What follows belongs to an exercise in optimizing a design on an open flow for small area, a short achievable clock period and few clock cycles; a production flow would make more cautious choices. Function was checked by simulation only, so behaviour that the tests miss may differ from the original. Power and IR drop assume default switching activity.

--- flow/design.v ---
module rs32_codec (
    input  wire        clk,
    input  wire        rst,
    input  wire        h_valid,
    input  wire        h_write,
    input  wire [7:0]  h_idx,
    input  wire [63:0] h_wdata,
    output wire        h_ready,
    output reg         h_rvalid,
    output reg  [63:0] h_rdata
);
    localparam [4:0] OP_NOP     = 5'h00, OP_GFADD   = 5'h01, OP_GFMUL  = 5'h02,
                     OP_GFEXP   = 5'h03, OP_GFLOG   = 5'h04, OP_SYMCH  = 5'h05,
                     OP_CHSYM   = 5'h06, OP_PERMRD  = 5'h07, OP_IDTODEC = 5'h08,
                     OP_DECTOID = 5'h09, OP_B10TO32 = 5'h0A, OP_B32TO10 = 5'h0B,
                     OP_RSPAR   = 5'h0C, OP_RSCHK   = 5'h0D, OP_FMT    = 5'h0E,
                     OP_PBEGIN  = 5'h0F, OP_PUTC    = 5'h10, OP_PEND   = 5'h11,
                     OP_ENCODE  = 5'h12, OP_DECODE  = 5'h13, OP_DECODED = 5'h14,
                     OP_CLRST   = 5'h15;
    localparam [2:0] B_IDLE = 3'd0,   
                     B_PRE  = 3'd1,   
                     B_INIT = 3'd2,   
                     B_CALC = 3'd3,   
                     B_FIN  = 3'd4,   
                     B_SWP  = 3'd5,   
                     B_SEV  = 3'd6;   
    function [4:0] xt;   
        input [4:0] x;
        xt = {x[3:0], 1'b0} ^ (x[4] ? 5'h05 : 5'h00);
    endfunction
    function [4:0] gmul;
        input [4:0] a;
        input [4:0] b;
        reg   [4:0] x;
        integer j;
        begin
            gmul = 5'd0;
            x = a;
            for (j = 0; j < 5; j = j + 1) begin
                if (b[j]) gmul = gmul ^ x;
                x = xt(x);
            end
        end
    endfunction
    function [4:0] antilog;
        input [4:0] n;
        begin
            antilog = 5'd1;
            if (n == 5'd0) antilog = 5'd1;
            if (n == 5'd1) antilog = 5'd2;
            if (n == 5'd2) antilog = 5'd4;
            if (n == 5'd3) antilog = 5'd8;
            if (n == 5'd4) antilog = 5'd16;
            if (n == 5'd5) antilog = 5'd5;
            if (n == 5'd6) antilog = 5'd10;
            if (n == 5'd7) antilog = 5'd20;
            if (n == 5'd8) antilog = 5'd13;
            if (n == 5'd9) antilog = 5'd26;
            if (n == 5'd10) antilog = 5'd17;
            if (n == 5'd11) antilog = 5'd7;
            if (n == 5'd12) antilog = 5'd14;
            if (n == 5'd13) antilog = 5'd28;
            if (n == 5'd14) antilog = 5'd29;
            if (n == 5'd15) antilog = 5'd31;
            if (n == 5'd16) antilog = 5'd27;
            if (n == 5'd17) antilog = 5'd19;
            if (n == 5'd18) antilog = 5'd3;
            if (n == 5'd19) antilog = 5'd6;
            if (n == 5'd20) antilog = 5'd12;
            if (n == 5'd21) antilog = 5'd24;
            if (n == 5'd22) antilog = 5'd21;
            if (n == 5'd23) antilog = 5'd15;
            if (n == 5'd24) antilog = 5'd30;
            if (n == 5'd25) antilog = 5'd25;
            if (n == 5'd26) antilog = 5'd23;
            if (n == 5'd27) antilog = 5'd11;
            if (n == 5'd28) antilog = 5'd22;
            if (n == 5'd29) antilog = 5'd9;
            if (n == 5'd30) antilog = 5'd18;
        end
    endfunction
    function [4:0] gflog;
        input [4:0] a;
        begin
            gflog = 5'd0;
            if (a == 5'd1) gflog = 5'd0;
            if (a == 5'd2) gflog = 5'd1;
            if (a == 5'd3) gflog = 5'd18;
            if (a == 5'd4) gflog = 5'd2;
            if (a == 5'd5) gflog = 5'd5;
            if (a == 5'd6) gflog = 5'd19;
            if (a == 5'd7) gflog = 5'd11;
            if (a == 5'd8) gflog = 5'd3;
            if (a == 5'd9) gflog = 5'd29;
            if (a == 5'd10) gflog = 5'd6;
            if (a == 5'd11) gflog = 5'd27;
            if (a == 5'd12) gflog = 5'd20;
            if (a == 5'd13) gflog = 5'd8;
            if (a == 5'd14) gflog = 5'd12;
            if (a == 5'd15) gflog = 5'd23;
            if (a == 5'd16) gflog = 5'd4;
            if (a == 5'd17) gflog = 5'd10;
            if (a == 5'd18) gflog = 5'd30;
            if (a == 5'd19) gflog = 5'd17;
            if (a == 5'd20) gflog = 5'd7;
            if (a == 5'd21) gflog = 5'd22;
            if (a == 5'd22) gflog = 5'd28;
            if (a == 5'd23) gflog = 5'd26;
            if (a == 5'd24) gflog = 5'd21;
            if (a == 5'd25) gflog = 5'd25;
            if (a == 5'd26) gflog = 5'd9;
            if (a == 5'd27) gflog = 5'd16;
            if (a == 5'd28) gflog = 5'd13;
            if (a == 5'd29) gflog = 5'd14;
            if (a == 5'd30) gflog = 5'd24;
            if (a == 5'd31) gflog = 5'd15;
        end
    endfunction
    function [7:0] alpha;
        input [4:0] s;
        begin
            alpha = 8'h00;
            if (s == 5'd0) alpha = 8'h32;
            if (s == 5'd1) alpha = 8'h33;
            if (s == 5'd2) alpha = 8'h34;
            if (s == 5'd3) alpha = 8'h35;
            if (s == 5'd4) alpha = 8'h36;
            if (s == 5'd5) alpha = 8'h37;
            if (s == 5'd6) alpha = 8'h38;
            if (s == 5'd7) alpha = 8'h39;
            if (s == 5'd8) alpha = 8'h41;
            if (s == 5'd9) alpha = 8'h42;
            if (s == 5'd10) alpha = 8'h43;
            if (s == 5'd11) alpha = 8'h44;
            if (s == 5'd12) alpha = 8'h45;
            if (s == 5'd13) alpha = 8'h46;
            if (s == 5'd14) alpha = 8'h47;
            if (s == 5'd15) alpha = 8'h48;
            if (s == 5'd16) alpha = 8'h4A;
            if (s == 5'd17) alpha = 8'h4B;
            if (s == 5'd18) alpha = 8'h4C;
            if (s == 5'd19) alpha = 8'h4D;
            if (s == 5'd20) alpha = 8'h4E;
            if (s == 5'd21) alpha = 8'h50;
            if (s == 5'd22) alpha = 8'h51;
            if (s == 5'd23) alpha = 8'h52;
            if (s == 5'd24) alpha = 8'h53;
            if (s == 5'd25) alpha = 8'h54;
            if (s == 5'd26) alpha = 8'h55;
            if (s == 5'd27) alpha = 8'h56;
            if (s == 5'd28) alpha = 8'h57;
            if (s == 5'd29) alpha = 8'h58;
            if (s == 5'd30) alpha = 8'h59;
            if (s == 5'd31) alpha = 8'h5A;
        end
    endfunction
    function [5:0] index_of;
        input [7:0] c;
        begin
            index_of = 6'd0;
            if (c == 8'h32) index_of = {1'b1, 5'd0};
            if (c == 8'h33) index_of = {1'b1, 5'd1};
            if (c == 8'h34) index_of = {1'b1, 5'd2};
            if (c == 8'h35) index_of = {1'b1, 5'd3};
            if (c == 8'h36) index_of = {1'b1, 5'd4};
            if (c == 8'h37) index_of = {1'b1, 5'd5};
            if (c == 8'h38) index_of = {1'b1, 5'd6};
            if (c == 8'h39) index_of = {1'b1, 5'd7};
            if (c == 8'h41) index_of = {1'b1, 5'd8};
            if (c == 8'h42) index_of = {1'b1, 5'd9};
            if (c == 8'h43) index_of = {1'b1, 5'd10};
            if (c == 8'h44) index_of = {1'b1, 5'd11};
            if (c == 8'h45) index_of = {1'b1, 5'd12};
            if (c == 8'h46) index_of = {1'b1, 5'd13};
            if (c == 8'h47) index_of = {1'b1, 5'd14};
            if (c == 8'h48) index_of = {1'b1, 5'd15};
            if (c == 8'h4A) index_of = {1'b1, 5'd16};
            if (c == 8'h4B) index_of = {1'b1, 5'd17};
            if (c == 8'h4C) index_of = {1'b1, 5'd18};
            if (c == 8'h4D) index_of = {1'b1, 5'd19};
            if (c == 8'h4E) index_of = {1'b1, 5'd20};
            if (c == 8'h50) index_of = {1'b1, 5'd21};
            if (c == 8'h51) index_of = {1'b1, 5'd22};
            if (c == 8'h52) index_of = {1'b1, 5'd23};
            if (c == 8'h53) index_of = {1'b1, 5'd24};
            if (c == 8'h54) index_of = {1'b1, 5'd25};
            if (c == 8'h55) index_of = {1'b1, 5'd26};
            if (c == 8'h56) index_of = {1'b1, 5'd27};
            if (c == 8'h57) index_of = {1'b1, 5'd28};
            if (c == 8'h58) index_of = {1'b1, 5'd29};
            if (c == 8'h59) index_of = {1'b1, 5'd30};
            if (c == 8'h5A) index_of = {1'b1, 5'd31};
        end
    endfunction
    function i_isdec;   
        input [7:0] i;
        casez (i) 8'b0001_????, 8'b0010_00??: i_isdec = 1'b1; default: i_isdec = 1'b0; endcase
    endfunction
    function i_iscw;    
        input [7:0] i;
        casez (i) 8'b0011_????, 8'b0100_0000: i_iscw = 1'b1; default: i_iscw = 1'b0; endcase
    endfunction
    function i_isstr;   
        input [7:0] i;
        casez (i) 8'b0101_????, 8'b0110_00??: i_isstr = 1'b1; default: i_isstr = 1'b0; endcase
    endfunction
    function i_isstrp;  
        input [7:0] i;
        casez (i) 8'b0101_101?, 8'b0101_110?: i_isstrp = 1'b1; default: i_isstrp = 1'b0; endcase
    endfunction
    function i_isps;    
        input [7:0] i;
        i_isps = (i[7:3] == 5'b00001);
    endfunction
    function i_islow;   
        input [7:0] i;
        i_islow = (i[7:3] == 5'b00000) && (i[2:0] != 3'b111);
    endfunction
    function op_heavy;  
        input [4:0] o;
        case (o)
            5'h09, 5'h0A, 5'h0B, 5'h0C, 5'h0D, 5'h0E, 5'h0F, 5'h10, 5'h11, 5'h12, 5'h13, 5'h14:
                op_heavy = 1'b1;
            default: op_heavy = 1'b0;
        endcase
    endfunction
    function [4:0] perm;
        input [4:0] d;
        begin
            perm = 5'd0;
            if (d == 5'd0) perm = 5'd3;
            if (d == 5'd1) perm = 5'd2;
            if (d == 5'd2) perm = 5'd1;
            if (d == 5'd3) perm = 5'd0;
            if (d == 5'd4) perm = 5'd7;
            if (d == 5'd5) perm = 5'd6;
            if (d == 5'd6) perm = 5'd5;
            if (d == 5'd7) perm = 5'd4;
            if (d == 5'd8) perm = 5'd13;
            if (d == 5'd9) perm = 5'd14;
            if (d == 5'd10) perm = 5'd15;
            if (d == 5'd11) perm = 5'd16;
            if (d == 5'd12) perm = 5'd12;
            if (d == 5'd13) perm = 5'd8;
            if (d == 5'd14) perm = 5'd9;
            if (d == 5'd15) perm = 5'd10;
            if (d == 5'd16) perm = 5'd11;
        end
    endfunction
    function [19:0] synw;
        input [4:0] k;
        begin
            synw = 20'd0;
            if (k == 5'd0) synw = {5'd1, 5'd1, 5'd1, 5'd1};
            if (k == 5'd1) synw = {5'd16, 5'd8, 5'd4, 5'd2};
            if (k == 5'd2) synw = {5'd13, 5'd10, 5'd16, 5'd4};
            if (k == 5'd3) synw = {5'd14, 5'd26, 5'd10, 5'd8};
            if (k == 5'd4) synw = {5'd27, 5'd14, 5'd13, 5'd16};
            if (k == 5'd5) synw = {5'd12, 5'd31, 5'd17, 5'd5};
            if (k == 5'd6) synw = {5'd30, 5'd3, 5'd14, 5'd10};
            if (k == 5'd7) synw = {5'd22, 5'd24, 5'd29, 5'd20};
            if (k == 5'd8) synw = {5'd2, 5'd30, 5'd27, 5'd13};
            if (k == 5'd9) synw = {5'd5, 5'd11, 5'd3, 5'd26};
            if (k == 5'd10) synw = {5'd26, 5'd18, 5'd12, 5'd17};
            if (k == 5'd11) synw = {5'd28, 5'd4, 5'd21, 5'd7};
            if (k == 5'd12) synw = {5'd19, 5'd5, 5'd30, 5'd14};
            if (k == 5'd13) synw = {5'd31, 5'd6, 5'd15, 5'd11};
            if (k == 5'd14) synw = {5'd6, 5'd21, 5'd25, 5'd22};
            if (k == 5'd15) synw = {5'd15, 5'd25, 5'd11, 5'd9};
            if (k == 5'd16) synw = {5'd11, 5'd22, 5'd9, 5'd18};
        end
    endfunction
    function [19:0] wtab;
        input [4:0] j;
        begin
            wtab = 20'd0;
            if (j == 5'd0) wtab = {5'd14, 5'd26, 5'd10, 5'd8};
            if (j == 5'd1) wtab = {5'd13, 5'd10, 5'd16, 5'd4};
            if (j == 5'd2) wtab = {5'd16, 5'd8, 5'd4, 5'd2};
            if (j == 5'd3) wtab = {5'd1, 5'd1, 5'd1, 5'd1};
            if (j == 5'd4) wtab = {5'd22, 5'd24, 5'd29, 5'd20};
            if (j == 5'd5) wtab = {5'd30, 5'd3, 5'd14, 5'd10};
            if (j == 5'd6) wtab = {5'd12, 5'd31, 5'd17, 5'd5};
            if (j == 5'd7) wtab = {5'd27, 5'd14, 5'd13, 5'd16};
            if (j == 5'd8) wtab = {5'd31, 5'd6, 5'd15, 5'd11};
            if (j == 5'd9) wtab = {5'd6, 5'd21, 5'd25, 5'd22};
            if (j == 5'd10) wtab = {5'd15, 5'd25, 5'd11, 5'd9};
            if (j == 5'd11) wtab = {5'd11, 5'd22, 5'd9, 5'd18};
            if (j == 5'd12) wtab = {5'd19, 5'd5, 5'd30, 5'd14};
            if (j == 5'd13) wtab = {5'd2, 5'd30, 5'd27, 5'd13};
            if (j == 5'd14) wtab = {5'd5, 5'd11, 5'd3, 5'd26};
            if (j == 5'd15) wtab = {5'd26, 5'd18, 5'd12, 5'd17};
            if (j == 5'd16) wtab = {5'd28, 5'd4, 5'd21, 5'd7};
        end
    endfunction
    function [3:0] kdig;
        input [4:0] i;
        begin
            kdig = 4'd2;
            if (i == 5'd0) kdig = 4'd3;
            if (i == 5'd1) kdig = 4'd6;
            if (i == 5'd2) kdig = 4'd8;
            if (i == 5'd3) kdig = 4'd9;
            if (i == 5'd4) kdig = 4'd3;
            if (i == 5'd5) kdig = 4'd4;
            if (i == 5'd6) kdig = 4'd8;
            if (i == 5'd7) kdig = 4'd8;
            if (i == 5'd8) kdig = 4'd1;
            if (i == 5'd9) kdig = 4'd4;
            if (i == 5'd10) kdig = 4'd7;
            if (i == 5'd11) kdig = 4'd4;
            if (i == 5'd12) kdig = 4'd1;
            if (i == 5'd13) kdig = 4'd9;
            if (i == 5'd14) kdig = 4'd1;
            if (i == 5'd15) kdig = 4'd0;
            if (i == 5'd16) kdig = 4'd3;
            if (i == 5'd17) kdig = 4'd2;
            if (i == 5'd18) kdig = 4'd3;
        end
    endfunction
    function [19:0] lfsr;
        input [19:0] p;
        input [4:0]  s;
        reg   [4:0]  fb;
        begin
            fb   = s ^ p[19:15];
            lfsr = {p[14:10] ^ gmul(fb, 5'd30), p[9:5] ^ gmul(fb, 5'd6),
                    p[4:0] ^ gmul(fb, 5'd9), gmul(fb, 5'd17)};
        end
    endfunction
    function [3:0] dadj;
        input [3:0] d;
        case (d)
            4'd5: dadj = 4'd8;   4'd6: dadj = 4'd9;   4'd7: dadj = 4'd10;
            4'd8: dadj = 4'd11;  4'd9: dadj = 4'd12;  4'd10: dadj = 4'd13;
            4'd11: dadj = 4'd14; 4'd12: dadj = 4'd15; 4'd13: dadj = 4'd0;
            4'd14: dadj = 4'd1;  4'd15: dadj = 4'd2;  default: dadj = d;
        endcase
    endfunction
    function [79:0] dd1;
        input [79:0] a;
        input        b;
        reg   [79:0] t;
        integer j;
        begin
            for (j = 0; j < 20; j = j + 1)
                t[4*j +: 4] = dadj(a[4*j +: 4]);
            dd1 = {t[78:0], b};
        end
    endfunction
    function [9:0] dcount;
        input [79:0] a;
        integer g, n;
        begin
            dcount = {5'd1, jcode(0)};
            for (g = 1; g < 20; g = g + 1) begin
                n = g + 1;
                if (a[4*g +: 4] != 4'd0) dcount = {n[4:0], jcode(g)};
            end
        end
    endfunction
    function [4:0] jcode;
        input integer j;
        integer m;
        begin
            m = j % 5;
            jcode = {j[1:0], m[2:0]};
        end
    endfunction
    function [4:0] jsub;
        input [4:0] a;
        input [4:0] b;
        integer u, v, m;
        begin
            jsub[4:3] = a[4:3] - b[4:3];
            jsub[2:0] = 3'd0;
            for (u = 0; u < 5; u = u + 1)
                for (v = 0; v < 5; v = v + 1) begin
                    m = (u - v + 5) % 5;
                    if (a[2:0] == u && b[2:0] == v) jsub[2:0] = m[2:0];
                end
        end
    endfunction
    function [3:0] scount;
        input [64:0] c;
        integer g;
        begin
            scount = 4'd1;
            for (g = 1; g < 13; g = g + 1)
                if (c[5*g +: 5] != 5'd0) scount = g + 1;
        end
    endfunction
    reg [15:0]  cmd_q;
    reg [1:0]   tag_q;
    reg         valid_q;
    reg         ovf_q;
    reg [1:0]   fault_q;
    reg [4:0]   cnt_q;
    reg [7:0]   res_q;
    reg [63:0]  id_q;
    reg [63:0]  dflt_q;
    reg [4:0]   declen_q;
    reg [79:0]  dig_q;     
    reg [4:0]   dec_off;   
    reg [3:0]   b32len_q;
    reg [84:0]  cw_q;      
    reg [19:0]  p_q;       
    reg [19:0]  syn_q;     
    reg [84:0]  str_q;     
    wire [15:0] status = {3'b000, cnt_q, 1'b0, fault_q, 1'b0, ovf_q, valid_q, tag_q};
    reg         conv_busy, conv_fin, conv_cw;
    reg [5:0]   conv_r;    
    reg [1:0]   conv_pr;   
    reg         par_busy, par_enc, par_go;
    reg [2:0]   par_s;
    reg [9:0]   par_f;     
    reg [2:0]   bst;
    reg [4:0]   bop;
    reg [4:0]   e_i;
    reg [4:0]   e_j;       
    reg [4:0]   e_k;
    reg [4:0]   e_kw;      
    reg [1:0]   e_ph;      
    reg [8:0]   e_tq;      
    reg         e_lasti;   
    reg         e_swv;     
    reg [4:0]   e_sym;     
    reg [3:0]   e_dig;     
    reg [3:0]   e_c;
    reg [1:0]   e_h;
    reg         cmp_eq, cmp_gt;
    reg         sv64;
    reg         blong;     
    reg [19:0]  t_q;       
    reg         t_ok;      
    wire busy = (bst != B_IDLE);
    reg         s1_v, s1_wr;
    reg [7:0]   s1_idx;
    reg [63:0]  s1_wd;
    reg         s1_cdec, s1_cid, s1_ccw, s1_cpar, s1_clong, s1_cswp, s1_cst, s1_cpst;
    reg  [5:0]  s1_sym;    
    reg         h_ready_q;
    wire [4:0] in_op  = h_wdata[15:11];
    wire       in_cmd = h_write && (h_idx == 8'h00);
    wire       in_cw  = i_iscw(h_idx);
    wire in_cdec = (h_idx == 8'h05) || i_isdec(h_idx) ||
                   (in_cmd && (in_op == OP_DECTOID || in_op == OP_B10TO32));
    wire in_cid  = (h_write && h_idx == 8'h03) || (in_cmd && in_op == OP_DECODED);
    wire in_ccw  = (h_write && in_cw) || (in_cmd && (in_op == OP_PBEGIN || in_op == OP_PUTC));
    wire in_cpar = (h_idx == 8'h06) || (h_idx[7:2] == 6'b000010) || in_cw || i_isstrp(h_idx) ||
                   (in_cmd && op_heavy(in_op));
    wire in_clong = in_cmd && (in_op == OP_DECTOID || in_op == OP_B10TO32);
    wire in_cswp  = in_cmd && (in_op == OP_RSCHK || in_op == OP_PEND || in_op == OP_DECODE ||
                               in_op == OP_DECODED);
    wire in_cst   = in_cmd && (in_op == OP_IDTODEC || in_op == OP_ENCODE || in_op == OP_B32TO10 ||
                               in_op == OP_DECODE || in_op == OP_DECODED);
    wire in_cpst  = in_cmd && (in_op == OP_ENCODE || in_op == OP_RSPAR);
    wire stall = busy || (par_busy && s1_cpar) ||
                 (conv_busy && (s1_cdec || (conv_cw ? s1_ccw : s1_cid)));
    assign h_ready = h_ready_q;
    wire t_use_now = t_ok && (cnt_q == 5'd17);
    wire p_cst   = (s1_v && s1_cst) || (bst == B_SEV);
    wire p_conv  = conv_busy || p_cst;
    wire p_par   = par_busy || (s1_v && s1_cpst);
    wire p_busy  = busy || (s1_v && (s1_clong || (s1_cswp && !t_use_now)));
    wire p_long  = blong || (s1_v && s1_clong);
    wire k_cw    = p_conv && (p_cst || conv_cw);
    wire k_id    = p_conv && (p_cst || !conv_cw);
    wire r_in    = in_clong || p_busy || (p_par && in_cpar) || (p_conv && in_cdec) ||
                   (k_cw && in_ccw) || (k_id && in_cid);
    wire r_hold  = s1_clong || p_busy || (p_par && s1_cpar) || (p_conv && s1_cdec) ||
                   (k_cw && s1_ccw) || (k_id && s1_cid);
    wire ready_n = !p_long && (h_ready_q ? !(h_valid && r_in) : !(s1_v && stall && r_hold));
    always @(posedge clk) begin
        if (rst)            s1_v <= 1'b0;
        else if (h_ready_q) s1_v <= h_valid;
        else if (!stall)    s1_v <= 1'b0;
        h_ready_q <= rst || ready_n;
        if (h_ready_q) begin
            s1_wr   <= h_write;
            s1_idx  <= h_idx;
            s1_wd   <= h_wdata;
            s1_cdec <= in_cdec;
            s1_cid  <= in_cid;
            s1_ccw  <= in_ccw;
            s1_cpar <= in_cpar;
            s1_clong <= in_clong;
            s1_cswp <= in_cswp;
            s1_cst  <= in_cst;
            s1_cpst <= in_cpst;
            s1_sym  <= index_of(h_wdata[7:0]);
        end
    end
    wire ex    = s1_v && !stall;
    wire ex_rd = ex && !s1_wr;
    wire ex_wr = ex && s1_wr && (fault_q == 2'd0);
    wire [4:0] op   = s1_wd[15:11];
    wire [4:0] w_a  = s1_wd[9:5];
    wire [4:0] w_b  = s1_wd[4:0];
    wire [7:0] w_c  = s1_wd[7:0];
    reg w_legal;
    always @(*) begin
        case (op)
            OP_GFADD, OP_GFMUL:                      w_legal = (s1_wd[10] == 1'b0);
            OP_GFEXP, OP_GFLOG, OP_SYMCH, OP_PERMRD: w_legal = (s1_wd[10:5] == 6'd0);
            OP_CHSYM, OP_PUTC:                       w_legal = (s1_wd[10:8] == 3'd0);
            default: w_legal = !(op[4] && (op[3] || (op[2] && op[1]))) && (s1_wd[10:0] == 11'd0);
        endcase
    end
    wire i_dec  = i_isdec(s1_idx);
    wire i_cw   = i_iscw(s1_idx);
    wire rd_ok  = i_islow(s1_idx) || i_isps(s1_idx) || i_dec || i_cw || i_isstr(s1_idx);
    wire wr_rw  = (s1_idx == 8'h00) || (s1_idx == 8'h03) || (s1_idx == 8'h04) ||
                  (s1_idx == 8'h05) || i_dec || i_cw;
    wire ex_cmd = ex_wr && (s1_idx == 8'h00);
    wire do_c   = ex_cmd && w_legal;
    wire c_pend    = do_c && (op == OP_PEND || op == OP_DECODE || op == OP_DECODED);
    wire c_rschk   = do_c && op == OP_RSCHK;
    wire c_putc    = do_c && op == OP_PUTC;
    wire c_encode  = do_c && op == OP_ENCODE;
    wire c_pbegin  = do_c && op == OP_PBEGIN;
    wire c_fmt     = do_c && op == OP_FMT;
    wire [5:0] w_sym = s1_sym;
    wire [4:0] host_i = s1_idx[5] ? {3'b100, s1_idx[1:0]} : {1'b0, s1_idx[3:0]};
    integer q;
    reg  [4:0] host_ic;
    always @(*) begin
        host_ic = jcode(0);
        for (q = 0; q < 20; q = q + 1)
            if (host_i == q) host_ic = jcode(q);
    end
    wire [4:0] host_j = jsub(dec_off, host_ic);
    reg        rd_v;
    reg [7:0]  rd_idx;
    reg [4:0]  rd_j;
    always @(posedge clk) begin
        rd_idx <= s1_idx;
        rd_j   <= host_j;
        if (rst) begin
            rd_v     <= 1'b0;
            h_rvalid <= 1'b0;
        end else begin
            rd_v     <= ex_rd;
            h_rvalid <= rd_v;
        end
    end
    wire [4:0] port_k = busy ? e_k : {rd_idx == 8'h40, rd_idx[3:0]};
    reg  [4:0] sel_sym;
    always @(*) begin
        sel_sym = 5'd0;
        for (q = 0; q < 17; q = q + 1)
            sel_sym = sel_sym | (cw_q[5*q +: 5] & {5{port_k == q}});
    end
    wire [4:0] port_j = busy ? e_j : rd_j;
    reg  [3:0] dp_dig;
    always @(*) begin
        dp_dig = 4'd0;
        for (q = 0; q < 20; q = q + 1)
            dp_dig = dp_dig | (dig_q[4*q +: 4] & {4{port_j == jcode(q)}});
    end
    reg  [4:0] str_sym;
    always @(*) begin
        case (rd_idx[4:0])
            5'h10: str_sym = str_q[5*0 +: 5];   5'h11: str_sym = str_q[5*1 +: 5];
            5'h12: str_sym = str_q[5*2 +: 5];   5'h13: str_sym = str_q[5*3 +: 5];
            5'h15: str_sym = str_q[5*4 +: 5];   5'h16: str_sym = str_q[5*5 +: 5];
            5'h17: str_sym = str_q[5*6 +: 5];   5'h18: str_sym = str_q[5*7 +: 5];
            5'h1A: str_sym = str_q[5*8 +: 5];   5'h1B: str_sym = str_q[5*9 +: 5];
            5'h1C: str_sym = str_q[5*10 +: 5];  5'h1D: str_sym = str_q[5*11 +: 5];
            5'h1F: str_sym = str_q[5*12 +: 5];  5'h00: str_sym = str_q[5*13 +: 5];
            5'h01: str_sym = str_q[5*14 +: 5];  5'h02: str_sym = str_q[5*15 +: 5];
            5'h03: str_sym = str_q[5*16 +: 5];  default: str_sym = 5'd0;
        endcase
    end
    reg [63:0] rd_val;
    always @(*) begin
        rd_val = 64'd0;
        if (rd_idx == 8'h00)      rd_val[15:0] = cmd_q;
        else if (rd_idx == 8'h01) rd_val[15:0] = status;
        else if (rd_idx == 8'h02) rd_val[7:0] = res_q;
        else if (rd_idx == 8'h03) rd_val = id_q;
        else if (rd_idx == 8'h04) rd_val = dflt_q;
        else if (rd_idx == 8'h05) rd_val[4:0] = declen_q;
        else if (rd_idx == 8'h06) rd_val[3:0] = b32len_q;
        else if (rd_idx[7:2] == 6'b000010) begin
            case (rd_idx[1:0])
                2'd0: rd_val[4:0] = p_q[4:0];   2'd1: rd_val[4:0] = p_q[9:5];
                2'd2: rd_val[4:0] = p_q[14:10]; default: rd_val[4:0] = p_q[19:15];
            endcase
        end
        else if (rd_idx[7:2] == 6'b000011) begin
            case (rd_idx[1:0])
                2'd0: rd_val[4:0] = syn_q[4:0];   2'd1: rd_val[4:0] = syn_q[9:5];
                2'd2: rd_val[4:0] = syn_q[14:10]; default: rd_val[4:0] = syn_q[19:15];
            endcase
        end
        else if (i_isdec(rd_idx)) rd_val[3:0] = dp_dig;
        else if (i_iscw(rd_idx))  rd_val[4:0] = sel_sym;
        else if (rd_idx == 8'h54 || rd_idx == 8'h59 || rd_idx == 8'h5E) rd_val[7:0] = 8'h2D;
        else if (i_isstr(rd_idx)) rd_val[7:0] = alpha(str_sym);
    end
    always @(posedge clk) h_rdata <= rd_val;
    reg  [4:0]  pk;
    always @(*) pk = perm(cnt_q);
    wire [4:0]  m_sym = busy ? e_sym : w_sym[4:0];
    wire [19:0] m_w   = busy ? synw(e_kw) : wtab(cnt_q);
    wire [19:0] m_v   = {gmul(m_sym, m_w[19:15]), gmul(m_sym, m_w[14:10]),
                         gmul(m_sym, m_w[9:5]),   gmul(m_sym, m_w[4:0])};
    reg [9:0] par_fn;
    always @(*) begin
        par_fn = 10'd0;
        for (q = 0; q < 7; q = q + 1)
            if (par_s == q)
                par_fn = {(q == 0) ? 5'd0 : cw_q[5*(13-2*q) +: 5], cw_q[5*(12-2*q) +: 5]};
    end
    wire [19:0] p_n     = lfsr(lfsr(p_q, par_f[9:5]), par_f[4:0]);
    wire        par_end = par_busy && par_go && (par_s == 3'd7);
    wire [65:0] csrc = conv_cw ? {1'b0, cw_q[64:0]} : {2'b00, id_q};
    reg  [1:0]  cpair_n;
    always @(*) begin
        cpair_n = 2'd0;
        for (q = 0; q < 33; q = q + 1)
            cpair_n = cpair_n | (csrc[2*q +: 2] & {2{conv_r == q + 1}});
    end
    wire [79:0] a_base = (conv_r == 6'd33) ? 80'd0 : dig_q;
    wire [79:0] a_dd   = dd1(dd1(a_base, conv_pr[1]), conv_pr[0]);
    wire [9:0]  d_n    = dcount(dig_q);
    wire [8:0]  e_t    = {1'b0, e_sym, 3'b000} + {3'b000, e_sym, 1'b0} +
                         {5'd0, (e_k == 5'd0) ? e_dig : e_c};
    wire        e_last_k = (e_k == 5'd12);
    wire        e_last_i = e_lasti;
    wire [4:0]  e_jn     = jsub(e_j, jcode(1));
    wire [3:0]  kd     = kdig(e_i);
    wire        nx_eq  = cmp_eq && (e_dig == kd);
    wire        nx_gt  = cmp_gt || (cmp_eq && e_dig > kd);
    wire        sev    = (bst == B_SEV);
    wire [19:0] ev_s   = sev ? syn_q : t_q;
    wire        ev_ok  = (ev_s == 20'd0);
    wire [4:0]  ev_op  = sev ? bop : op;
    wire        t_use  = t_ok && (cnt_q == 5'd17);
    wire        ev_now = (c_pend && tag_q == 2'd0 && cnt_q == 5'd17 && t_use) ||
                         (c_rschk && t_use);
    wire        ev     = ev_now || sev;
    wire        declen_bad = (declen_q == 5'd0) ||
                             (declen_q[4] && (declen_q[3] || (declen_q[2] && (declen_q[1] || declen_q[0]))));
    wire        putc_w  = c_putc && tag_q == 2'd0 && w_sym[5] && cnt_q != 5'd17;
    wire        host_cw = ex_wr && i_cw;
    wire [4:0]  host_k  = {s1_idx == 8'h40, s1_idx[3:0]};
    wire        calc    = (bst == B_CALC) && e_ph[1];
    wire [4:0]  cw_wd   = calc ? e_tq[4:0] : putc_w ? w_sym[4:0] : s1_wd[4:0];
    wire [4:0]  cw_wk   = calc ? e_k : putc_w ? pk : host_k;
    wire        cw_load = c_encode || (bst == B_FIN && bop == OP_DECTOID);
    wire [64:0] cw_ld   = {(c_encode ? 1'b0 : sv64), id_q};
    wire        cw_clr  = (bst == B_INIT);
    integer x;
    always @(posedge clk) begin
        for (x = 0; x < 17; x = x + 1) begin
            if (c_pbegin || (cw_clr && x < 13))
                cw_q[5*x +: 5] <= 5'd0;
            else if (cw_load && x < 13)
                cw_q[5*x +: 5] <= cw_ld[5*x +: 5];
            else if (par_end && x >= 13)
                cw_q[5*x +: 5] <= p_n[5*(x-13) +: 5];
            else if ((calc || putc_w || host_cw) && cw_wk == x)
                cw_q[5*x +: 5] <= cw_wd;
        end
        for (x = 0; x < 17; x = x + 1) begin
            if (perm(x) < 5'd13) begin
                if (c_encode)   str_q[5*x +: 5] <= cw_ld[5*perm(x) +: 5];
                else if (c_fmt) str_q[5*x +: 5] <= cw_q[5*perm(x) +: 5];
            end else begin
                if (par_end && par_enc) str_q[5*x +: 5] <= p_n[5*(perm(x)-13) +: 5];
                else if (c_fmt)         str_q[5*x +: 5] <= cw_q[5*perm(x) +: 5];
            end
        end
    end
    always @(posedge clk) e_lasti <= (e_i == declen_q - 5'd1);
    always @(posedge clk) begin
        if (conv_busy) begin
            if (conv_fin) begin
                declen_q  <= d_n[9:5];
                dec_off   <= d_n[4:0];
                conv_busy <= 1'b0;
            end else begin
                dig_q   <= a_dd;
                conv_pr <= cpair_n;
                conv_r  <= conv_r - 6'd1;
                if (conv_r == 6'd0) conv_fin <= 1'b1;
            end
        end
        if (par_busy) begin
            par_f  <= par_fn;
            par_s  <= par_s + 3'd1;
            par_go <= 1'b1;
            if (par_go) p_q <= p_n;
            else        p_q <= 20'd0;
            if (!par_go && par_enc) b32len_q <= scount(cw_q[64:0]);
            if (par_end) par_busy <= 1'b0;
        end
        if (ex_rd && !rd_ok && fault_q == 2'd0) fault_q <= 2'd3;
        if (ex_wr) begin
            if (!wr_rw) begin
                fault_q <= 2'd3;
            end else if (s1_idx == 8'h03) begin
                id_q <= s1_wd;
            end else if (s1_idx == 8'h04) begin
                dflt_q <= s1_wd;
            end else if (s1_idx == 8'h05) begin
                declen_q <= s1_wd[4:0];
            end else if (i_dec) begin
                for (x = 0; x < 20; x = x + 1)
                    if (host_j == jcode(x)) dig_q[4*x +: 4] <= s1_wd[3:0];
            end else if (i_cw) begin
                t_ok <= 1'b0;
            end else begin
                cmd_q <= s1_wd[15:0];
                if (!w_legal) begin
                    fault_q <= 2'd1;
                end else begin
                    case (op)
                    OP_GFADD:  res_q <= {3'b0, w_a ^ w_b};
                    OP_GFMUL:  res_q <= {3'b0, gmul(w_a, w_b)};
                    OP_GFEXP:  res_q <= {3'b0, antilog(w_b)};
                    OP_GFLOG:  if (w_b == 5'd0) fault_q <= 2'd2;
                               else res_q <= {3'b0, gflog(w_b)};
                    OP_SYMCH:  res_q <= alpha(w_b);
                    OP_CHSYM:  res_q <= w_sym[5] ? {3'b0, w_sym[4:0]} : 8'hFF;
                    OP_PERMRD: if (w_b[4] && w_b[3:0] != 4'd0) fault_q <= 2'd2;
                               else res_q <= {3'b0, perm(w_b)};
                    OP_IDTODEC, OP_ENCODE, OP_B32TO10: begin
                        conv_busy  <= 1'b1;
                        conv_fin   <= 1'b0;
                        conv_r     <= 6'd33;
                        conv_pr    <= 2'd0;
                        conv_cw    <= (op == OP_B32TO10);
                        if (op == OP_ENCODE) begin
                            par_busy <= 1'b1;
                            par_enc  <= 1'b1;
                            par_go   <= 1'b0;
                            par_s    <= 3'd0;
                            t_ok     <= 1'b0;
                        end
                    end
                    OP_DECTOID, OP_B10TO32: begin
                        if (declen_bad) fault_q <= 2'd2;
                        else begin
                            bst    <= B_PRE;
                            e_ph   <= 2'd0;
                            blong  <= 1'b1;
                            bop    <= op;
                            e_i    <= 5'd0;
                            e_j    <= dec_off;
                            cmp_eq <= 1'b1;
                            cmp_gt <= 1'b0;
                        end
                    end
                    OP_RSPAR: begin
                        par_busy <= 1'b1;
                        par_enc  <= 1'b0;
                        par_go   <= 1'b0;
                        par_s    <= 3'd0;
                        t_ok     <= 1'b0;
                    end
                    OP_RSCHK: begin
                        if (!t_use) begin
                            bst   <= B_SWP;
                            bop   <= op;
                            e_k   <= 5'd0;
                            e_swv <= 1'b0;
                        end
                    end
                    OP_PBEGIN: begin
                        cnt_q <= 5'd0;
                        tag_q <= 2'd0;
                        t_q   <= 20'd0;
                        t_ok  <= 1'b1;
                    end
                    OP_PUTC: begin
                        if (tag_q == 2'd0 && w_sym[5]) begin
                            if (cnt_q == 5'd17) tag_q <= 2'd1;
                            else begin
                                cnt_q <= cnt_q + 5'd1;
                                t_q   <= t_q ^ m_v;
                            end
                        end
                    end
                    OP_PEND, OP_DECODE, OP_DECODED: begin
                        if (tag_q != 2'd0) begin
                            if (op == OP_DECODED) begin
                                id_q  <= dflt_q;
                                tag_q <= 2'd0;
                            end
                        end else if (cnt_q != 5'd17) begin
                            if (op == OP_DECODED) id_q <= dflt_q;
                            else tag_q <= 2'd2;
                        end else if (!t_use) begin
                            bst   <= B_SWP;
                            bop   <= op;
                            e_k   <= 5'd0;
                            e_swv <= 1'b0;
                        end
                    end
                    OP_CLRST: begin
                        tag_q <= 2'd0;
                        ovf_q <= 1'b0;
                    end
                    default: ;
                    endcase
                end
            end
        end
        if (ev) begin
            syn_q   <= ev_s;
            valid_q <= ev_ok;
            if (ev_op != OP_RSCHK) begin
                if (!ev_ok) begin
                    if (ev_op == OP_DECODED) id_q <= dflt_q;
                    else tag_q <= 2'd2;
                end else if (ev_op != OP_PEND) begin
                    id_q       <= cw_q[63:0];
                    ovf_q      <= cw_q[64];
                    conv_busy  <= 1'b1;
                    conv_fin   <= 1'b0;
                    conv_r     <= 6'd33;
                    conv_pr    <= 2'd0;
                    conv_cw    <= 1'b1;
                end
            end
        end
        case (bst)
        B_IDLE: ;
        B_PRE: begin
            e_ph  <= {1'b0, !e_ph[0]};
            e_dig <= dp_dig;
            if (e_ph[0]) begin
                if (e_dig[3] && (e_dig[2] || e_dig[1])) begin
                    fault_q <= 2'd2;
                    bst     <= B_IDLE;
                    blong   <= 1'b0;
                end else begin
                    if (bop == OP_B10TO32 && declen_q == 5'd20) begin
                        cmp_eq <= nx_eq;
                        cmp_gt <= nx_gt;
                    end
                    e_i <= e_i + 5'd1;
                    e_j <= e_jn;
                    if (e_last_i) begin
                        if (bop == OP_B10TO32 && declen_q == 5'd20 && (nx_eq || nx_gt)) begin
                            fault_q <= 2'd2;
                            bst     <= B_IDLE;
                            blong   <= 1'b0;
                        end else begin
                            bst <= B_INIT;
                        end
                    end
                end
            end
        end
        B_INIT: begin
            if (bop == OP_DECTOID) begin
                id_q <= cw_q[63:0];
                sv64 <= cw_q[64];
            end
            t_ok <= 1'b0;
            e_i  <= 5'd0;
            e_j  <= dec_off;
            e_k  <= 5'd0;
            e_c  <= 4'd0;
            e_h  <= 2'd0;
            e_ph <= 2'd0;
            bst  <= B_CALC;
        end
        B_CALC: begin
            e_ph  <= e_ph[1] ? 2'd0 : e_ph + 2'd1;
            e_sym <= sel_sym;
            e_dig <= dp_dig;
            e_tq  <= e_t;
            if (e_ph[1]) begin
                e_c <= e_tq[8:5];
                if (e_last_k) begin
                    e_h <= {e_h[0], 1'b0} + e_tq[6:5];
                    e_k <= 5'd0;
                    e_i <= e_i + 5'd1;
                    e_j <= e_jn;
                    if (e_last_i) bst <= B_FIN;
                end else begin
                    e_k <= e_k + 5'd1;
                end
            end
        end
        B_FIN: begin
            if (bop == OP_DECTOID) begin
                id_q  <= cw_q[63:0];
                ovf_q <= cw_q[64] || (e_h != 2'd0);
            end else begin
                b32len_q <= scount(cw_q[64:0]);
            end
            bst   <= B_IDLE;
            blong <= 1'b0;
        end
        B_SWP: begin
            e_sym <= sel_sym;
            e_kw  <= e_k;
            e_swv <= 1'b1;
            e_k   <= e_k + 5'd1;
            if (e_swv) begin
                syn_q <= ((e_kw == 5'd0) ? 20'd0 : syn_q) ^ m_v;
                if (e_kw == 5'd16) bst <= B_SEV;
            end
        end
        B_SEV: begin
            bst <= B_IDLE;
        end
        default: bst <= B_IDLE;
        endcase
        if (rst) begin
            cmd_q     <= 16'd0;
            tag_q     <= 2'd0;
            valid_q   <= 1'b0;
            ovf_q     <= 1'b0;
            fault_q   <= 2'd0;
            cnt_q     <= 5'd0;
            dec_off   <= 5'd0;
            conv_busy <= 1'b0;
            par_busy  <= 1'b0;
            bst       <= B_IDLE;
            blong     <= 1'b0;
            t_q       <= 20'd0;
            t_ok      <= 1'b1;
        end
    end
endmodule
--- flow/config.mk ---
export PLATFORM = sky130hd
export DESIGN_NAME = rs32_codec
export DESIGN_NICKNAME = rs32_codec
export VERILOG_FILES = /design/flow/design.v
export SDC_FILE = /design/flow/constraint.sdc
export NUM_CORES = 4
export LEC_CHECK = 0
export CAP_MARGIN = 20
export CORE_MARGIN = 2
export CORE_UTILIZATION = 40
export SLEW_MARGIN = 20
--- flow/flow/run.sh ---
#!/bin/bash
# The standard layout (standard.sh: ORFS from synthesis to the final layout, with the standard flow's
# config.mk and SDC), with two settings changed through the environment:
#  - SETUP_SLACK_MARGIN: ORFS's timing repair is asked to leave 9 ns of setup slack on the
#    13 ns clock, so it also speeds up paths that already meet 13 ns;
#  - BUFFER_PORTS_ARGS: the buffers ORFS puts on every input and output port are buf_4.
# The clock period, SDC, synthesis and all other steps are the standard ones.
set -euo pipefail
export SETUP_SLACK_MARGIN=9
export BUFFER_PORTS_ARGS="-buffer_cell sky130_fd_sc_hd__buf_4"
bash standard.sh > standard.log 2>&1
--- flow/constraint.sdc ---
create_clock -name core_clock -period 13.0 [get_ports {clk}]
set_input_delay 2.6000 -clock core_clock [delete_from_list [all_inputs] [get_ports {clk}]]
set_output_delay 2.6000 -clock core_clock [all_outputs]
set_load 0.01 [all_outputs]
--- flow/standard.sh ---
#!/bin/bash
# synth_recipe.tcl (not shown) runs the flow's synth.tcl, then flattens the netlist and writes it again
# the make line also repeats each setting of config.mk as NAME=value (left out here)
make -C /OpenROAD-flow-scripts/flow DESIGN_CONFIG=/design/flow/config.mk WORK_HOME=/design/flow/orfs CLKGATE_MAP_FILE= SYNTH_SCRIPT=/design/flow/synth_recipe.tcl "${@:-finish}"
==> results by group <==
Clock tree
  – CTS max path bufs: 3
  – Clock sinks: between 700 and 800
  – Clock Tree Root: clkbuf_16
  – H-Tree Depth: 3
  – Clock latency (worst-skew pair): between 0.7 and 0.8 ns
  – CTS tree: built
  – Total CTS buffers: 86
  – Reg clk slew, reported paths: approximately 0.06 ns

Yosys
  – Async S/R FF share, synth: 0%
  – Syn Nets: 5,862
  – Leading area contributor after synthesis: edfxtp_1
  – Mapped Area: around 0.048 mm2
  – Cell variety after synth: 109
  – Number of flops mapped to enable cells by yosys: ~310
  – Yosys warns: 18
  – Post-synthesis cell count: 5,744
  – Post-synthesis register bit count: 743
  – Prevailing post-synth register cell: dfxtp_1
  – Top-area cell type share of the netlist area: about a fifth
  – Syn Area/Cell: 8.31 um2
  – Largest cells by area after synthesis: edfxtp_1 20%, dfxtp_1 18%, nand2_1 5.3%, mux2i_1 5.2%, a21oi_1 4.8%
  – Sequential fraction of the synthesis area: 37.7%

Power
  – Lkg Pwr: 19.1 nW
  – Pwr dens: 116 mW/mm2
  – VDD IR max: 107 uV
  – Total power: between 6 and 7 mW

Die
  – Die Height: between 300 and 400 um
  – Die area: roughly 0.12 mm2
  – Row count: ~130
  – Initial core utilization: 40.4%
  – Core area: between 0.1 and 0.15 mm2
  – Die extent in x: 349 um
  – Ports: 142

Timing
  – Final slew viol count: 0
  – Final min period: 4.00 ns
  – Worst Clk Skew: 0.0768 ns
  – Slew HR: 19.6%
  – Unrepaired setup endpoints after global routing: no
  – # setup viols final: 0
  – Setup ws final: 9.00 ns
  – Period utilization: a little under a third
  – Final-report hold violation count: 0
  – Worst-Margin Slew: 1.20 ns
  – FMAX: 250 MHz
  – Setup TNS Final: 0 ns

Cells and area
  – Final net count: between 5,000 and 6,000
  – Most frequent cells in the layout: 670 x nand2_1, 570 x nor2_1, 455 x a21oi_1, 444 x o21ai_0, 419 x dfxtp_1
  – Layout cells sized above 1: 12.2%
  – Most common cell after layout, fill and taps aside: nand2_1
  – Post-route design area: around 0.054 mm2
  – P&R area growth vs syn: 12.2%

Route
  – Routed WL: 199,000 um
  – DRC violations left: 0
  – Total number of vias: 47,000
  – First-pass DRT Iterations: 8
  – Iter 0 DRT Violations: 6,728
  – Mean routed wirelength per cell: 27.3 um
  – Antenna Nets Post-Route: 0
  – Via/cell ratio: 6.46

Critical path
  – Worst Path Arrival: 4.43 ns
  – Type of origin of the critical path: flip-flop
  – CP Capture Type: flip-flop
  – Data required, critical path: 13.43 ns
  – Max FO, Critical Path: 12
  – CP Class: flip-flop to flip-flop
  – Worst r2r path cells: 8

Placement
  – Placed inst area: 0.0498 mm2
  – IO buf count: 141
  – Detailed-placement wirelength estimate: 141,000 um
  – Final GP Congestion: a little over 1
  – Pre-CTS setup slack: 7.66 ns

Global routing
  – Antenna violations before repair: 12
  – Number of global-route vias before repair: 42,363
  – Tot GR Track Use: 31.3%
  – Largest net degree at the start of global routing: 66
  – GRT overflow: 0
  – First-pass GRT wire length: 289,000 um

Status
  – Status: finished clean

Job
  – Max-cap violation count: 0

Hold path
  – HP Class: flip-flop to flip-flop
  – Worst hold path depth: 0
logic make-up (layout without fill, tap and decap cells):
logic type | count (synthesis) | in the layout | synth area share (%)
AO/OA/AOI/OAI | 1770 | 1770 | 24.0
XOR/XNOR | 206 | 206 | 3.87
adder cells (fa/ha/maj) | 42 | 42 | 1.13
buffers and inverters | 543 | 522 | 4.48
flip-flops | 743 | 743 | 37.7
multiplexers | 368 | 368 | 8.46
other | 0 | 7 | 0
AND/OR/NAND/NOR | 2072 | 2078 | 20.4
Yosys cell counts (43+ instances only):
| cell type | n |
|---|---|
| nor2b_1 | 85 |
| a21oi_1 | 457 |
| buf_1 | 43 |
| a211oi_1 | 47 |
| buf_2 | 57 |
| inv_1 | 79 |
| a221o_1 | 54 |
| nand3_1 | 127 |
| a22o_1 | 98 |
| clkbuf_1 | 354 |
| o21ai_0 | 453 |
| nor2_1 | 578 |
| nor4_1 | 48 |
| xnor2_1 | 129 |
| mux2i_1 | 246 |
| a22oi_1 | 161 |
| and3_1 | 59 |
| o22ai_1 | 114 |
| mux2_2 | 103 |
| nand2_1 | 677 |
| nor3_1 | 150 |
| edfxtp_1 | 312 |
| xor2_1 | 73 |
| nand2b_1 | 94 |
| dfxtp_1 | 431 |
power by group:
part | leakage, nW | total [mW] | internal, mW | switching [mW]
Clock | 1.40 | 2.54 | 1.47 | 1.07
Combinational | 11.3 | 0.969 | 0.378 | 0.591
Sequential | 6.41 | 2.74 | 2.50 | 0.236
final cells by class:
type	instances	area, um2
Fill cell	11539	64700
Inverter	84	323
Tap cell	1536	1920
Multi-Input combinational cell	4464	28200
Clock inverter	34	490
Timing Repair Buffer	277	2230
Sequential cell	743	18000
Clock buffer	127	2400
Antenna cell	7	17.5
stage by stage:
| stage | hold slack [ns] | utilization, % | instances |
|---|---|---|---|
| finish | 0.452 | 45.3 | 7272 |
| global route | 0.467 | 45.3 | 7266 |
| CTS | 0.451 | 45.0 | 7245 |
| detailed placement | 0.439 | 42.1 | 7066 |
| global placement | 0.436 | 42.1 | 7066 |
| floorplan | 0.343 | - | 5744 |
sequential cells by signal (all words and copies together) (netlist names), 8 cells and up:
register and count:
s1_idx 8, e_tq 9, str_q 85, res_q 8, s1_wd 64, p_q 20
rd_idx 8, syn_q 20, dflt_q 64, t_q 20, id_q 64, cmd_q 16
h_rdata 64, dig_q 80, cw_q 85, par_f 10
final timing paths:
path	endpoint	slack, ns	from
hold reg to reg	dflt_q[43]$_DFFE_PP_	0.45	s1_wd[43]$_DFFE_PP_
hold / removal	dflt_q[43]$_DFFE_PP_	0.45	s1_wd[43]$_DFFE_PP_
setup reg to reg	str_q[21]$_DFFE_PP_	9.00	s1_wd[5]$_DFFE_PP_
setup / recovery	str_q[21]$_DFFE_PP_	9.00	s1_wd[5]$_DFFE_PP_
metal layers:
metal / routed length [um] / vias up / global-route usage [%]
met4: 9310 / 12 / 12.6
met1: 82500 / 22630 / 43.4
met3: 22500 / 520 / 8.03
li1: - / 21152 / -
met2: 84100 / 2686 / 46.2
met5: 121 / - / 0
critical path, cell delays in order, from the launching register on:
cell and delay (ns):
edfxtp_1 0.58, or4_4 0.61, nor2_1 0.18, a221oi_2 0.12
o211ai_4 0.27, nand2_1 0.22, nor2_1 0.51, nand3_1 0.61
o21ai_1 0.61
what timing repair did:
item | 4_1_cts | 5_1_grt
hold buffers | 0 | 0
gates resized for setup | 67 | 50
buffers inserted | 12 | 19
endpoints found under the setup margin | 441 | 186
pin swaps | 6 | 6
gates cloned | 6 | 1
Testbench counts, summed over its fixed seeds: cycles 9,278.

[re-timing with driven ports]
In the flow no input, the clock included, has a driving cell. The finished layout below was timed again as built, in two steps. Step 1: set_driving_cell puts a clkbuf_16 on clk and a buf_2 on each other input, an assumption about the parent block. Step 2, shift: input delay + t, output delay - t, t = (earliest + latest rising clock arrival at the registers) / 2. This alone moves slack from input paths to output paths. Slacks: no drivers / after step 1 / after step 2; pairs: no drivers / after step 1.
shift t [ns]: 0.746
setup slack, ns: 9.002 / 9.002 / 8.336
worst setup path after step 2: input to register
latest minus earliest clock arrival (ns): 0.080 / 0.079
worst register clock-pin slew, ns: 0.07 / 0.07
After both steps this run still meets setup and hold. For this run, drivers alone change the setup slack by 0.000 ns; drivers and shift together by -0.666 ns.
